Source: an optimization exercise on an open RTL-to-GDS flow (aim: small area, a short achievable clock period and few clock cycles per item). Production flows keep margins and buffers that such runs may drop.
Function was checked by simulation only, so behaviour that the tests miss may differ from the original.
Power and IR drop assume default switching activity.

Setup of before:
==> flow/design.v (excerpt) <==
module llmp16_alu (
    input  wire        clk,
    input  wire        rst,           
    input  wire        in_valid,
    output wire        in_ready,
    input  wire [15:0] in_instr,      
    input  wire [15:0] in_a,          
    input  wire [15:0] in_b,          
    output reg         out_valid,
    output reg  [15:0] out_result,
    output reg  [3:0]  out_dest,
    output reg         out_reg_we,
    output wire [3:0]  out_flags,     
    output reg         out_flags_we
);
    genvar gi;
    wire [3:0] cls = in_instr[15:12];
    wire [3:0] t   = in_instr[11:8];
    wire [3:0] fx  = in_instr[7:4];
    wire [3:0] fy  = in_instr[3:0];
    wire       c23 = (cls[3:1] == 3'b001);
    wire       c4  = (cls == 4'b0100);
    wire [9:0] tt;
    generate for (gi = 0; gi < 10; gi = gi + 1) begin : g_t
        assign tt[gi] = (t == gi);
    end endgenerate
    wire i_add = (c23 || c4) && tt[0];                        
    wire i_sub = c23 && tt[1] || c4 && (tt[1] || tt[3]);      
    wire i_cmp = c23 && tt[8];
    wire i_and = c23 && tt[5];
    wire i_tst = c23 && tt[9];
    wire i_or  = c23 && tt[6];
    wire i_xor = c23 && tt[7] || c4 && tt[2];                 
    wire i_shl = c4 && (tt[4] || tt[7]);
    wire i_shr = c4 && (tt[5] || tt[8]);
    wire i_sar = c4 && (tt[6] || tt[9]);
    wire i_mul = c23 && tt[2];
    wire i_div = c23 && tt[3];
    wire i_mod = c23 && tt[4];
    wire i_one = c4 && (tt[0] || tt[1]);                      
    wire i_not = c4 && tt[2];                                 
    wire i_neg = c4 && tt[3];                                 
    wire i_imm = c4 && (tt[7] || tt[8] || tt[9]);             
    wire [15:0] in_a_rev;
    generate for (gi = 0; gi < 16; gi = gi + 1) begin : g_arev
        assign in_a_rev[gi] = in_a[15 - gi];
    end endgenerate
    wire [15:0] d_a = i_neg ? 16'd0 : i_shl ? in_a_rev : in_a;
    wire [15:0] d_b = i_one ? 16'd1 : i_not ? 16'hFFFF : i_neg ? in_a :
  ...
For scale: ~2000 cells after synthesis, ~79 I/O pins, ~13000 um2 of cells after synthesis.
clock: 10.0 ns
lec_check: 0
abc_area: 1
cap_margin: 20
core_margin: 2
core_utilization: 45
slew_margin: 20
standard.sh (not shown) runs the stock make flow with config.mk's settings and CLKGATE_MAP_FILE= SYNTH_SCRIPT=/design/flow/synth_recipe.tcl, a recipe that flattens the netlist after the stock synthesis.
==> flow/flow/run.sh <==
#!/bin/bash
set -euo pipefail
bash standard.sh SETUP_SLACK_MARGIN=6.6 "BUFFER_PORTS_ARGS=-buffer_cell sky130_fd_sc_hd__buf_1" finish > standard_flow.log 2>&1
Testbench counts of before, summed over its fixed seeds: cycles 16,318, ops 12,000.
Relative to before, the following input files were edited for after:
Settings: an added PLACE_DENSITY of 0.7.
==> flow/flow/run.sh <==
#!/bin/bash
set -euo pipefail
bash standard.sh SETUP_SLACK_MARGIN=6.3 "BUFFER_PORTS_ARGS=-buffer_cell sky130_fd_sc_hd__buf_1" finish > standard_flow.log 2>&1
--- outcome ---
after ended with every stage complete and zero timing, DRC or antenna violations.
Area: after vs before -> after smaller
The run showing the greater non-clock buffer instance count of the final layout is before.
Looking at shortest period the worst path allows across after and before, the one that comes out higher is after.
Against before, after reports a combined global-route utilization of all metal layers that is lower.

* * *

Another version of the RTL of llmp16_alu (not shown whole).
For scale: ~1,700 cells after synthesis, roughly 79 I/O pins, about 13,000 um2 of cells after synthesis.
Settings: LEC_CHECK=0, CAP_MARGIN=20, CORE_MARGIN=2, CORE_UTILIZATION=45, SLEW_MARGIN=20; clock period 10.0 ns.
==> flow/flow/run.sh <==
#!/bin/bash
set -euo pipefail
bash standard.sh SETUP_SLACK_MARGIN=6.8 finish > standard_flow.log 2>&1
Testbench counts at the start, summed over its fixed seeds: cycles 16,318, ops 12,000.
Edit:
==> flow/flow/run.sh (replaced) <==
#!/bin/bash
set -euo pipefail
bash standard.sh SETUP_SLACK_MARGIN=5.9 finish > standard_flow.log 2>&1
Settings changed: ABC_AREA set to 1.
Outcome: The new run produced a clean layout. Global-route usage shrinks by 6.4 points. Non-clock buffer count came out lower by 112. Total power falls by about 18%. Combinational power drops by 28%. Via count fell by 5.5%. Clock skew went down by 0.0050 ns. Wire length shrinks by 16%. Worst setup slack is worse by 0.18 ns. Core utilization goes down by 7.4 points. Register-to-register slack got worse by 0.07 ns.
Edit:
==> flow/flow/run.sh (replaced) <==
#!/bin/bash
set -euo pipefail
bash standard.sh SETUP_SLACK_MARGIN=6.3 finish > standard_flow.log 2>&1
Settings changed: ABC_AREA 1 to unset.
Area after synthesis increases by 1.2%.
Non-clock buffer count increases by 51.
Maximum frequency increases by about 4%.
Power increases by about 18%.
Edit:
==> flow/flow/run.sh (replaced) <==
#!/bin/bash
set -euo pipefail
bash standard.sh SETUP_SLACK_MARGIN=5.7 finish > standard_flow.log 2>&1
Outcome:
- hold slack barely changes
- via count came out lower by 4.5%
- final cell count came out lower by 3.3%
- sequential power came out lower by about 2%
- synthesized area does not change

port drivers added, routing unchanged:
Ports are ideal in the flow. The routed layouts listed here were re-timed in OpenROAD. Step 1, drivers: a clkbuf_16 drives clk and a buf_2 each remaining input, both assumed. Step 2 adds t to the input delays and takes it off the output delays; t is the mean of the earliest and latest rising clock arrival at the registers after step 1. Input paths then give back, and output paths get back, about the clock's delay inside the block. Three values: ideal, step 1, step 2; two values: the first two.
| run | t, ns | setup WS [ns] | worst hold slack (ns) | latest minus earliest clock arrival (ns) |
|---|---|---|---|---|
| before | 0.420 | 6.385 / 6.335 / 6.222 | 0.348 / 0.348 / 0.348 | 0.013 / 0.013 |
| after | 0.414 | 6.322 / 6.275 / 6.032 | 0.341 / 0.341 / 0.341 | 0.016 / 0.016 |
| the first run of note 2 | 0.419 | 6.138 / 6.138 / 5.984 | 0.345 / 0.345 / 0.345 | 0.018 / 0.018 |
| the second run of note 2 | 0.415 | 5.958 / 5.985 / 5.570 | 0.351 / 0.351 / 0.351 | 0.013 / 0.013 |
| the third run of note 2 | 0.430 | 6.118 / 6.118 / 5.926 | 0.344 / 0.344 / 0.344 | 0.015 / 0.015 |
| the fourth run of note 2 | 0.417 | 5.740 / 5.740 / 5.437 | 0.345 / 0.345 / 0.345 | 0.016 / 0.016 |
After both steps every run listed still meets setup and hold. For the second run of note 2, which loses most, drivers alone change the setup slack by +0.027 ns; drivers and shift together by -0.388 ns.
